Context: an optimization exercise on an open-source flow, tuned for small area, a short achievable clock period and few clock cycles. The choices shown serve that exercise and are no tape-out recipe. RTL that was checked went through simulation tests only; none was proved equivalent to the original. Power figures rest on the tool's default switching activity, not on a simulated workload.

==> flow/design.v <==
module msr_ring (
    input  wire        clk,
    input  wire        rst,
    input  wire        cmd_valid,
    output wire        cmd_ready,
    input  wire [1:0]  cmd_op,
    input  wire [15:0] cmd_arg,
    output reg         rsp_valid,
    output reg  [15:0] rsp_data
);
    localparam RING_CAP = 32;
    localparam R        = 2;             
    localparam NSTEP    = 16 / R;
    localparam OP_PUSH  = 2'd0;
    localparam OP_AVG   = 2'd1;
    localparam OP_SLOT  = 2'd2;
    localparam OP_CUR   = 2'd3;
    reg [15:0]   sr [0:RING_CAP-1];      
    reg [4:0]    cur;
    reg          full;                   
    reg [20:0]   sum;                    
    reg          v1;
    reg [1:0]    op1;
    reg [15:0]   arg1;
    reg          push;                   
    reg          ready;
    assign cmd_ready = ready;
    wire accept = cmd_valid & ready & ~rst;
    reg          busy;
    reg [4:0]    rem;
    reg [2:0]    step;
    reg [6:0]    cur3;                   
    integer i;
    wire [4:0]  cur_nx  = cur + {4'd0, push};
    wire        full_nx = full | (push & (cur == 5'd31));
    reg  [3:0]  pos_lo;
    reg  [7:0]  pos_hi;
    wire [4:0]  pos_nx = cur_nx + ~cmd_arg[4:0];
    reg  [15:0] slot_val;
    integer j, k;
    always @* begin
        slot_val = 16'd0;
        for (j = 0; j < 8; j = j + 1)
            for (k = 0; k < 4; k = k + 1)
                slot_val = slot_val | ({16{pos_hi[j] & pos_lo[k]}} & sr[4*j+k]);
    end
    reg  [16:0] delta;
    reg         push2;                   
    wire [15:0] old    = full ? sr[RING_CAP-1] : 16'd0;
    wire [20:0] sum_nx = push2 ? sum + {{4{delta[16]}}, delta} : sum;
    wire [6:0]  t  = {rem, sum[15:14]};
    wire [7:0]  e1 = {1'b0, t} - {3'b0, cur};
    wire [7:0]  e2 = {1'b0, t} - {2'b0, cur, 1'b0};
    wire [7:0]  e3 = {1'b0, t} - {1'b0, cur3};
    wire        g1 = ~e1[7];
    wire        g2 = ~e2[7];
    wire        g3 = ~e3[7];
    wire [4:0]  drem = g3 ? e3[4:0] : g2 ? e2[4:0] : g1 ? e1[4:0] : t[4:0];
    wire [1:0]  dq   = {g2, g3 | (g1 & ~g2)};
    always @(posedge clk) begin
        if (push) begin
            for (i = RING_CAP - 1; i > 0; i = i - 1)
                sr[i] <= sr[i-1];
            sr[0] <= arg1;
        end
    end
    wire need_div = accept & (cmd_op == OP_AVG) & ~full_nx & (cur_nx != 5'd0);
    reg  div_go;
    always @(posedge clk) begin
        arg1 <= cmd_arg;
        delta <= {1'b0, arg1} - {1'b0, old};
        pos_lo  <= 4'd1 << pos_nx[1:0];
        pos_hi  <= (full_nx | (cmd_arg[4:0] < cur_nx)) ? 8'd1 << pos_nx[4:2] : 8'd0;
        op1  <= cmd_op;
        rem  <= div_go ? sum_nx[20:16] : drem;
        step <= div_go ? 3'd0 : step + 3'd1;
        if (busy)
            rsp_data <= {rsp_data[15-R:0], dq};
        else
            case (op1)
                OP_PUSH: rsp_data <= 16'd0;
                OP_AVG:  rsp_data <= sum_nx[20:5];   
                OP_SLOT: rsp_data <= slot_val;
                default: rsp_data <= {11'd0, cur};
            endcase
        if (rst) begin
            v1        <= 1'b0;
            push      <= 1'b0;
            push2     <= 1'b0;
            div_go    <= 1'b0;
            ready     <= 1'b1;
            cur       <= 5'd0;
            cur3      <= 7'd0;
            full      <= 1'b0;
            sum       <= 21'd0;
            busy      <= 1'b0;
            rsp_valid <= 1'b0;
        end else begin
            v1   <= accept;
            push <= accept & (cmd_op == OP_PUSH) & (cmd_arg != 16'd0);
            push2 <= push;
            div_go <= need_div;
            cur  <= cur_nx;
            if (push)
                cur3 <= cur3 + 7'd3;
            full <= full_nx;
            if (busy)
                sum <= {sum[20:16], sum[15-R:0], sum[15:16-R]};
            else
                sum <= sum_nx;
            if (busy && step == NSTEP - 2)
                ready <= 1'b1;
            if (busy && step == NSTEP - 1)
                busy <= 1'b0;
            if (need_div)
                ready <= 1'b0;
            if (div_go)
                busy <= 1'b1;
            rsp_valid <= busy ? (step == NSTEP - 1) : v1 & ~div_go;
        end
    end
endmodule
clock: 8.0 ns
lec_check: 0
abc_clock_period_in_ps: 3000
cap_margin: 20
core_margin: 2
core_utilization: 40
cts_cluster_diameter: 120
cts_cluster_size: 24
slew_margin: 20
standard.sh (not shown) runs the stock make flow with config.mk's settings and CLKGATE_MAP_FILE= SYNTH_SCRIPT=/design/flow/synth_recipe.tcl, a recipe that flattens the netlist after the stock synthesis.
==> flow/flow/run.sh <==
#!/bin/bash
# Layout flow: the standard flow (standard synthesis included), with the
# port buffers made plain buffers (buf_4) instead of the delay cells that
# buffer_ports otherwise picks, and timing repair aimed at a tighter setup
# margin. Each step's log stays in orfs/logs; make's own output goes to
# make_flow.log here.
set -euo pipefail
export BUFFER_PORTS_ARGS="-buffer_cell sky130_fd_sc_hd__buf_4"
export SETUP_SLACK_MARGIN=5.25
bash standard.sh > make_flow.log 2>&1
Testbench counts at the start, summed over its fixed seeds: cycles 8,328.
Edit:
--- a/flow/design.v
+++ b/flow/design.v
@@ -42,15 +42,17 @@
         slot_val = 16'd0;
         for (j = 0; j < 8; j = j + 1)
             for (k = 0; k < 4; k = k + 1)
                 slot_val = slot_val | ({16{pos_hi[j] & pos_lo[k]}} & sr[4*j+k]);
     end
     reg  [16:0] delta;
-    reg         push2;                   
-    wire [15:0] old    = full ? sr[RING_CAP-1] : 16'd0;
-    wire [20:0] sum_nx = push2 ? sum + {{4{delta[16]}}, delta} : sum;
+    wire [20:0] sum_nx  = push ? sum + {{4{delta[16]}}, delta} : sum;
+    wire [15:0] old_p   = (full | (cur == 5'd31)) ? sr[RING_CAP-2] : 16'd0;
+    wire [15:0] old_n   = full ? sr[RING_CAP-1] : 16'd0;
+    wire [16:0] delta_p = {1'b0, cmd_arg} - {1'b0, old_p};
+    wire [16:0] delta_n = {1'b0, cmd_arg} - {1'b0, old_n};
     wire [6:0]  t  = {rem, sum[15:14]};
     wire [7:0]  e1 = {1'b0, t} - {3'b0, cur};
     wire [7:0]  e2 = {1'b0, t} - {2'b0, cur, 1'b0};
     wire [7:0]  e3 = {1'b0, t} - {1'b0, cur3};
     wire        g1 = ~e1[7];
     wire        g2 = ~e2[7];
@@ -61,62 +63,57 @@
         if (push) begin
             for (i = RING_CAP - 1; i > 0; i = i - 1)
                 sr[i] <= sr[i-1];
             sr[0] <= arg1;
         end
     end
-    wire need_div = accept & (cmd_op == OP_AVG) & ~full_nx & (cur_nx != 5'd0);
-    reg  div_go;
+    wire start_div = accept & (cmd_op == OP_AVG) & ~full_nx & (cur_nx != 5'd0);
     always @(posedge clk) begin
         arg1 <= cmd_arg;
-        delta <= {1'b0, arg1} - {1'b0, old};
+        delta <= push ? delta_p : delta_n;
         pos_lo  <= 4'd1 << pos_nx[1:0];
         pos_hi  <= (full_nx | (cmd_arg[4:0] < cur_nx)) ? 8'd1 << pos_nx[4:2] : 8'd0;
         op1  <= cmd_op;
-        rem  <= div_go ? sum_nx[20:16] : drem;
-        step <= div_go ? 3'd0 : step + 3'd1;
+        rem  <= start_div ? sum_nx[20:16] : drem;
+        step <= start_div ? 3'd0 : step + 3'd1;
         if (busy)
             rsp_data <= {rsp_data[15-R:0], dq};
         else
             case (op1)
                 OP_PUSH: rsp_data <= 16'd0;
-                OP_AVG:  rsp_data <= sum_nx[20:5];   
+                OP_AVG:  rsp_data <= sum[20:5];      
                 OP_SLOT: rsp_data <= slot_val;
                 default: rsp_data <= {11'd0, cur};
             endcase
         if (rst) begin
             v1        <= 1'b0;
             push      <= 1'b0;
-            push2     <= 1'b0;
-            div_go    <= 1'b0;
             ready     <= 1'b1;
             cur       <= 5'd0;
             cur3      <= 7'd0;
             full      <= 1'b0;
             sum       <= 21'd0;
             busy      <= 1'b0;
             rsp_valid <= 1'b0;
         end else begin
             v1   <= accept;
             push <= accept & (cmd_op == OP_PUSH) & (cmd_arg != 16'd0);
-            push2 <= push;
-            div_go <= need_div;
             cur  <= cur_nx;
             if (push)
                 cur3 <= cur3 + 7'd3;
             full <= full_nx;
             if (busy)
                 sum <= {sum[20:16], sum[15-R:0], sum[15:16-R]};
             else
                 sum <= sum_nx;
             if (busy && step == NSTEP - 2)
                 ready <= 1'b1;
             if (busy && step == NSTEP - 1)
                 busy <= 1'b0;
-            if (need_div)
+            if (start_div) begin
+                busy  <= 1'b1;
                 ready <= 1'b0;
-            if (div_go)
-                busy <= 1'b1;
-            rsp_valid <= busy ? (step == NSTEP - 1) : v1 & ~div_go;
+            end
+            rsp_valid <= busy ? (step == NSTEP - 1) : v1;
         end
     end
 endmodule
Setup slack gets worse by 0.18 ns.
Routed wire length decreases by about 12%.
Via count stays flat.
Combinational power increases by 18%.
Synthesized cell count increases by about 6%.
Hold slack gets worse by 0.025 ns.
Die area increases by 1.3%.
Critical path depth increases by 1.
Cell area increases by about 1.3%.
Sequential power is about the same.
Fmax decreases by 6.1%.
Non-clock buffer count decreases by 14.
Count of clock-buffer cells in the layout decreases by 1.
Power increases by 1.5%.
For the second run of this note, only the layout was checked, not whether the RTL still works.

JK:
RTL: the design.v shown in full above, as it stands there.
clock: 8.0 ns
lec_check: 0
abc_clock_period_in_ps: 3000
cap_margin: 20
core_margin: 2
core_utilization: 40
cts_cluster_diameter: 120
cts_cluster_size: 24
setup_slack_margin: 5
slew_margin: 20
==> flow/flow/run.sh <==
#!/bin/bash
# Layout flow: the standard flow (standard synthesis included), with the
# port buffers made plain buffers (buf_4) instead of the delay cells that
# buffer_ports otherwise picks. Each step's log stays in orfs/logs; make's
# own output goes to make_flow.log here.
set -euo pipefail
export BUFFER_PORTS_ARGS="-buffer_cell sky130_fd_sc_hd__buf_4"
bash standard.sh > make_flow.log 2>&1
Testbench counts of JK, summed over its fixed seeds: cycles 8,328.
## Diff of input files: MS against JK
diff --git a/flow/design.v b/flow/design.v
--- a/flow/design.v
+++ b/flow/design.v
@@ -34,21 +34,24 @@
     wire [4:0]  cur_nx  = cur + {4'd0, push};
     wire        full_nx = full | (push & (cur == 5'd31));
     reg  [3:0]  pos_lo;
     reg  [7:0]  pos_hi;
+    reg         slot_ok;
     wire [4:0]  pos_nx = cur_nx + ~cmd_arg[4:0];
     reg  [15:0] slot_val;
     integer j, k;
     always @* begin
         slot_val = 16'd0;
         for (j = 0; j < 8; j = j + 1)
             for (k = 0; k < 4; k = k + 1)
                 slot_val = slot_val | ({16{pos_hi[j] & pos_lo[k]}} & sr[4*j+k]);
+        slot_val = slot_ok ? slot_val : 16'd0;
     end
     reg  [16:0] delta;
-    reg         push2;                   
-    wire [15:0] old    = full ? sr[RING_CAP-1] : 16'd0;
-    wire [20:0] sum_nx = push2 ? sum + {{4{delta[16]}}, delta} : sum;
+    wire [20:0] sum_nx  = push ? sum + {{4{delta[16]}}, delta} : sum;
+    wire [15:0] old_p   = (full | (cur == 5'd31)) ? sr[RING_CAP-2] : 16'd0;
+    wire [15:0] old_n   = full ? sr[RING_CAP-1] : 16'd0;
+    wire [15:0] old_nx  = push ? old_p : old_n;
     wire [6:0]  t  = {rem, sum[15:14]};
     wire [7:0]  e1 = {1'b0, t} - {3'b0, cur};
     wire [7:0]  e2 = {1'b0, t} - {2'b0, cur, 1'b0};
     wire [7:0]  e3 = {1'b0, t} - {1'b0, cur3};
@@ -63,32 +66,30 @@
                 sr[i] <= sr[i-1];
             sr[0] <= arg1;
         end
     end
-    wire need_div = accept & (cmd_op == OP_AVG) & ~full_nx & (cur_nx != 5'd0);
-    reg  div_go;
+    wire start_div = accept & (cmd_op == OP_AVG) & ~full_nx & (cur_nx != 5'd0);
     always @(posedge clk) begin
         arg1 <= cmd_arg;
-        delta <= {1'b0, arg1} - {1'b0, old};
+        delta <= {1'b0, cmd_arg} - {1'b0, old_nx};
         pos_lo  <= 4'd1 << pos_nx[1:0];
-        pos_hi  <= (full_nx | (cmd_arg[4:0] < cur_nx)) ? 8'd1 << pos_nx[4:2] : 8'd0;
+        pos_hi  <= 8'd1 << pos_nx[4:2];
+        slot_ok <= full_nx | (cmd_arg[4:0] < cur_nx);
         op1  <= cmd_op;
-        rem  <= div_go ? sum_nx[20:16] : drem;
-        step <= div_go ? 3'd0 : step + 3'd1;
+        rem  <= start_div ? sum_nx[20:16] : drem;
+        step <= start_div ? 3'd0 : step + 3'd1;
         if (busy)
             rsp_data <= {rsp_data[15-R:0], dq};
         else
             case (op1)
                 OP_PUSH: rsp_data <= 16'd0;
-                OP_AVG:  rsp_data <= sum_nx[20:5];   
+                OP_AVG:  rsp_data <= full ? sum[20:5] : 16'd0;
                 OP_SLOT: rsp_data <= slot_val;
                 default: rsp_data <= {11'd0, cur};
             endcase
         if (rst) begin
             v1        <= 1'b0;
             push      <= 1'b0;
-            push2     <= 1'b0;
-            div_go    <= 1'b0;
             ready     <= 1'b1;
             cur       <= 5'd0;
             cur3      <= 7'd0;
             full      <= 1'b0;
@@ -97,10 +98,8 @@
             rsp_valid <= 1'b0;
         end else begin
             v1   <= accept;
             push <= accept & (cmd_op == OP_PUSH) & (cmd_arg != 16'd0);
-            push2 <= push;
-            div_go <= need_div;
             cur  <= cur_nx;
             if (push)
                 cur3 <= cur3 + 7'd3;
             full <= full_nx;
@@ -111,12 +110,12 @@
             if (busy && step == NSTEP - 2)
                 ready <= 1'b1;
             if (busy && step == NSTEP - 1)
                 busy <= 1'b0;
-            if (need_div)
+            if (start_div) begin
+                busy  <= 1'b1;
                 ready <= 1'b0;
-            if (div_go)
-                busy <= 1'b1;
-            rsp_valid <= busy ? (step == NSTEP - 1) : v1 & ~div_go;
+            end
+            rsp_valid <= busy ? (step == NSTEP - 1) : v1;
         end
     end
 endmodule
### Flow results
Taking JK as the reference, in MS net switching power shows an increase of about 5.5%, share of the clock period used by the worst path after layout now sits higher. Route | MS vs JK | wire longer in MS. For MS, the startpoint-to-endpoint class of the critical path was in -> reg, unlike JK, where it was reg -> reg. Looking at measured slew at the worst slew-check pin across MS and JK, the one that comes out lower is MS. JK → MS: xor-xnor portion of the synthesized cell area shows no meaningful change, fraction of area in non-clock buffers shows an increase of 0.53 points, post-layout utilization of the core shows an increase of 0.51 points, clock-cell share of area shows no meaningful change. In MS the final period demand of the worst path turned out 0.064 ns higher than in JK.
No functional check of the RTL was part of MS.

## the previous run
Another version of the RTL of msr_ring (not shown whole).
Size: roughly 620 flip-flops, ~39 I/O pins, ~25000 sq um of cells after synthesis.
==> module msr_ring, before the edit <==
module msr_ring (
    input  wire        clk,
    input  wire        rst,
    input  wire        cmd_valid,
    output wire        cmd_ready,
    input  wire [1:0]  cmd_op,
    input  wire [15:0] cmd_arg,
    output reg         rsp_valid,
    output reg  [15:0] rsp_data
);
    localparam RING_CAP = 32;
    localparam R        = 2;             
    localparam NSTEP    = 16 / R;
    localparam OP_PUSH  = 2'd0;
    localparam OP_AVG   = 2'd1;
    localparam OP_SLOT  = 2'd2;
    localparam OP_CUR   = 2'd3;
    reg [15:0]   sr [0:RING_CAP-1];      
    reg [4:0]    cur;
    reg          full;                   
    reg          full_p;                 
    reg [20:0]   sum;                    
    reg          v1;
    reg [1:0]    op1;
    reg [15:0]   arg1;
    reg          push;                   
    reg          ready;
    assign cmd_ready = ready;
    wire accept = cmd_valid & ready & ~rst;
    reg          busy;
    reg [4:0]    rem;
    reg [2:0]    step;
    reg [6:0]    cur3;                   
    integer i;
    wire [4:0]  cur_nx  = cur + {4'd0, push};
    wire        full_nx = full | (push & (cur == 5'd31));
    reg  [3:0]  pos_lo;
    reg  [7:0]  pos_hi;
    wire [4:0]  pos_nx = cur_nx + ~cmd_arg[4:0];
    reg  [15:0] slot_val;
    integer j, k;
    always @* begin
        slot_val = 16'd0;
        for (j = 0; j < 8; j = j + 1)
            for (k = 0; k < 4; k = k + 1)
                slot_val = slot_val | ({16{pos_hi[j] & pos_lo[k]}} & sr[4*j+k]);
    end
    reg  [16:0] delta;
    wire [20:0] sum_nx  = push ? sum + {{4{delta[16]}}, delta} : sum;
    wire [15:0] old_p   = full_p ? sr[RING_CAP-2] : 16'd0;
    wire [15:0] old_n   = full ? sr[RING_CAP-1] : 16'd0;
    wire [16:0] delta_p = {1'b0, cmd_arg} - {1'b0, old_p};
    wire [16:0] delta_n = {1'b0, cmd_arg} - {1'b0, old_n};
    wire [6:0]  t  = {rem, sum[15:14]};
    wire [7:0]  e1 = {1'b0, t} - {3'b0, cur};
    wire [7:0]  e2 = {1'b0, t} - {2'b0, cur, 1'b0};
    wire [7:0]  e3 = {1'b0, t} - {1'b0, cur3};
    wire        g1 = ~e1[7];
    wire        g2 = ~e2[7];
    wire        g3 = ~e3[7];
    wire [4:0]  drem = g3 ? e3[4:0] : g2 ? e2[4:0] : g1 ? e1[4:0] : t[4:0];
    wire [1:0]  dq   = {g2, g3 | (g1 & ~g2)};
    always @(posedge clk) begin
        if (push) begin
            for (i = RING_CAP - 1; i > 0; i = i - 1)
                sr[i] <= sr[i-1];
            sr[0] <= arg1;
        end
    end
    wire start_div = accept & (cmd_op == OP_AVG) & ~full_nx & (cur_nx != 5'd0);
    always @(posedge clk) begin
        arg1 <= cmd_arg;
        delta <= push ? delta_p : delta_n;
        pos_lo  <= 4'd1 << pos_nx[1:0];
        pos_hi  <= (full_nx | (cmd_arg[4:0] < cur_nx)) ? 8'd1 << pos_nx[4:2] : 8'd0;
        op1  <= cmd_op;
        rem  <= start_div ? sum_nx[20:16] : drem;
        step <= start_div ? 3'd0 : step + 3'd1;
        if (busy)
            rsp_data <= {rsp_data[15-R:0], dq};
        else
            case (op1)
                OP_PUSH: rsp_data <= 16'd0;
                OP_AVG:  rsp_data <= sum[20:5];      
                OP_SLOT: rsp_data <= slot_val;
                default: rsp_data <= {11'd0, cur};
            endcase
        if (rst) begin
            v1        <= 1'b0;
            push      <= 1'b0;
            ready     <= 1'b1;
            cur       <= 5'd0;
            cur3      <= 7'd0;
            full      <= 1'b0;
            full_p    <= 1'b0;
            sum       <= 21'd0;
            busy      <= 1'b0;
            rsp_valid <= 1'b0;
        end else begin
            v1   <= accept;
            push <= accept & (cmd_op == OP_PUSH) & (cmd_arg != 16'd0);
            cur  <= cur_nx;
            if (push)
                cur3 <= cur3 + 7'd3;
            full <= full_nx;
            full_p <= full_nx | (cur_nx == 5'd31);
            if (busy)
                sum <= {sum[20:16], sum[15-R:0], sum[15:16-R]};
            else
                sum <= sum_nx;
            if (busy && step == NSTEP - 2)
                ready <= 1'b1;
            if (busy && step == NSTEP - 1)
                busy <= 1'b0;
            if (start_div) begin
                busy  <= 1'b1;
                ready <= 1'b0;
            end
            rsp_valid <= busy ? (step == NSTEP - 1) : v1;
        end
    end
endmodule
Settings: LEC_CHECK=0, ABC_CLOCK_PERIOD_IN_PS=3000, CAP_MARGIN=20, CORE_MARGIN=2, CORE_UTILIZATION=40, CTS_CLUSTER_DIAMETER=120, CTS_CLUSTER_SIZE=24, SLEW_MARGIN=20; clock period 8.0 ns.
==> flow/flow/run.sh <==
#!/bin/bash
# Layout flow: the standard flow (standard synthesis included), with the
# port buffers made plain buffers (buf_4) instead of the delay cells that
# buffer_ports otherwise picks, and timing repair aimed at a tighter setup
# margin. Each step's log stays in orfs/logs; make's own output goes to
# make_flow.log here.
set -euo pipefail
export BUFFER_PORTS_ARGS="-buffer_cell sky130_fd_sc_hd__buf_4"
export SETUP_SLACK_MARGIN=5.25
bash standard.sh > make_flow.log 2>&1
Inputs modified between the previous run and the current run:
diff --git a/flow/design.v b/flow/design.v
--- a/flow/design.v
+++ b/flow/design.v
@@ -19,5 +19,4 @@
     reg [4:0]    cur;
     reg          full;                   
-    reg          full_p;                 
     reg [20:0]   sum;                    
     reg          v1;
@@ -47,9 +46,7 @@
     end
     reg  [16:0] delta;
-    wire [20:0] sum_nx  = push ? sum + {{4{delta[16]}}, delta} : sum;
-    wire [15:0] old_p   = full_p ? sr[RING_CAP-2] : 16'd0;
-    wire [15:0] old_n   = full ? sr[RING_CAP-1] : 16'd0;
-    wire [16:0] delta_p = {1'b0, cmd_arg} - {1'b0, old_p};
-    wire [16:0] delta_n = {1'b0, cmd_arg} - {1'b0, old_n};
+    reg         push2;                   
+    wire [15:0] old    = full ? sr[RING_CAP-1] : 16'd0;
+    wire [20:0] sum_nx = push2 ? sum + {{4{delta[16]}}, delta} : sum;
     wire [6:0]  t  = {rem, sum[15:14]};
     wire [7:0]  e1 = {1'b0, t} - {3'b0, cur};
@@ -68,13 +65,16 @@
         end
     end
-    wire start_div = accept & (cmd_op == OP_AVG) & ~full_nx & (cur_nx != 5'd0);
+    wire need_div  = accept & (cmd_op == OP_AVG) & ~full_nx & (cur_nx != 5'd0);
+    wire start_now = need_div & ~push;
+    reg  div_go;
+    wire div_start = start_now | div_go;
     always @(posedge clk) begin
         arg1 <= cmd_arg;
-        delta <= push ? delta_p : delta_n;
+        delta <= {1'b0, arg1} - {1'b0, old};
         pos_lo  <= 4'd1 << pos_nx[1:0];
         pos_hi  <= (full_nx | (cmd_arg[4:0] < cur_nx)) ? 8'd1 << pos_nx[4:2] : 8'd0;
         op1  <= cmd_op;
-        rem  <= start_div ? sum_nx[20:16] : drem;
-        step <= start_div ? 3'd0 : step + 3'd1;
+        rem  <= div_start ? sum_nx[20:16] : drem;
+        step <= div_start ? 3'd0 : step + 3'd1;
         if (busy)
             rsp_data <= {rsp_data[15-R:0], dq};
@@ -82,5 +82,5 @@
             case (op1)
                 OP_PUSH: rsp_data <= 16'd0;
-                OP_AVG:  rsp_data <= sum[20:5];      
+                OP_AVG:  rsp_data <= sum_nx[20:5];   
                 OP_SLOT: rsp_data <= slot_val;
                 default: rsp_data <= {11'd0, cur};
@@ -89,9 +89,10 @@
             v1        <= 1'b0;
             push      <= 1'b0;
+            push2     <= 1'b0;
+            div_go    <= 1'b0;
             ready     <= 1'b1;
             cur       <= 5'd0;
             cur3      <= 7'd0;
             full      <= 1'b0;
-            full_p    <= 1'b0;
             sum       <= 21'd0;
             busy      <= 1'b0;
@@ -100,9 +101,10 @@
             v1   <= accept;
             push <= accept & (cmd_op == OP_PUSH) & (cmd_arg != 16'd0);
+            push2 <= push;
+            div_go <= need_div & push;
             cur  <= cur_nx;
             if (push)
                 cur3 <= cur3 + 7'd3;
             full <= full_nx;
-            full_p <= full_nx | (cur_nx == 5'd31);
             if (busy)
                 sum <= {sum[20:16], sum[15-R:0], sum[15:16-R]};
@@ -113,9 +115,9 @@
             if (busy && step == NSTEP - 1)
                 busy <= 1'b0;
-            if (start_div) begin
-                busy  <= 1'b1;
+            if (need_div)
                 ready <= 1'b0;
-            end
-            rsp_valid <= busy ? (step == NSTEP - 1) : v1;
+            if (div_start)
+                busy <= 1'b1;
+            rsp_valid <= busy ? (step == NSTEP - 1) : v1 & ~div_go;
         end
     end
==> results.txt <==
- The current run ended with less area of all placed cells without fillers than the previous run.
- Diff the previous run -> the current run: cell count after synthesis has decreased; total number of vias has decreased; iteration count of the initial detailed-routing pass has decreased; count of instances resized after the clock tree is built has decreased.
Testbench counts of the current run, summed over its fixed seeds: cycles 8,251.
No functional check of the RTL was part of the previous run.

==> re-timing with driven ports <==
No port has a modelled driver above. Below, the same layouts with a new extraction and two added sets of constraints. Step 1 sets driving cells, clkbuf_16 on the clock port and buf_2 on the other inputs (assumed; they add their load-dependent delay and slew). Step 2 moves the port delays by t, midway between the first and last clock arrival at a register: inputs arrive t later, outputs are due t later. That takes back most of the time a late clock gives input paths. Slacks: no drivers / after step 1 / after step 2; pairs: no drivers / after step 1.
run | shift t [ns] | setup WS [ns] | hold slack, ns | worst setup path at the end | cell pins on the clock port's net
the first run of note 1 | 0.671 | 5.269 / 5.229 / 4.773 | 0.438 / 0.438 / 0.438 | input to register | 1
the second run of note 1 | 0.661 | 5.093 / 5.114 / 4.452 | 0.412 / 0.412 / 0.412 | input to register | 1
JK | 0.671 | 5.080 / 5.080 / 4.714 | 0.441 / 0.441 / 0.441 | input to register | 1
MS | 0.676 | 5.017 / 5.021 / 4.345 | 0.416 / 0.416 / 0.416 | input to register | 1
the previous run | 0.669 | 5.073 / 5.084 / 4.414 | 0.412 / 0.412 / 0.412 | input to register | 1
the current run | 0.673 | 5.278 / 5.219 / 4.707 | 0.440 / 0.440 / 0.440 | input to register | 1
After both steps setup and hold are still met in every run listed. For MS, which loses most, drivers alone change the setup slack by +0.004 ns; drivers and shift together by -0.672 ns.
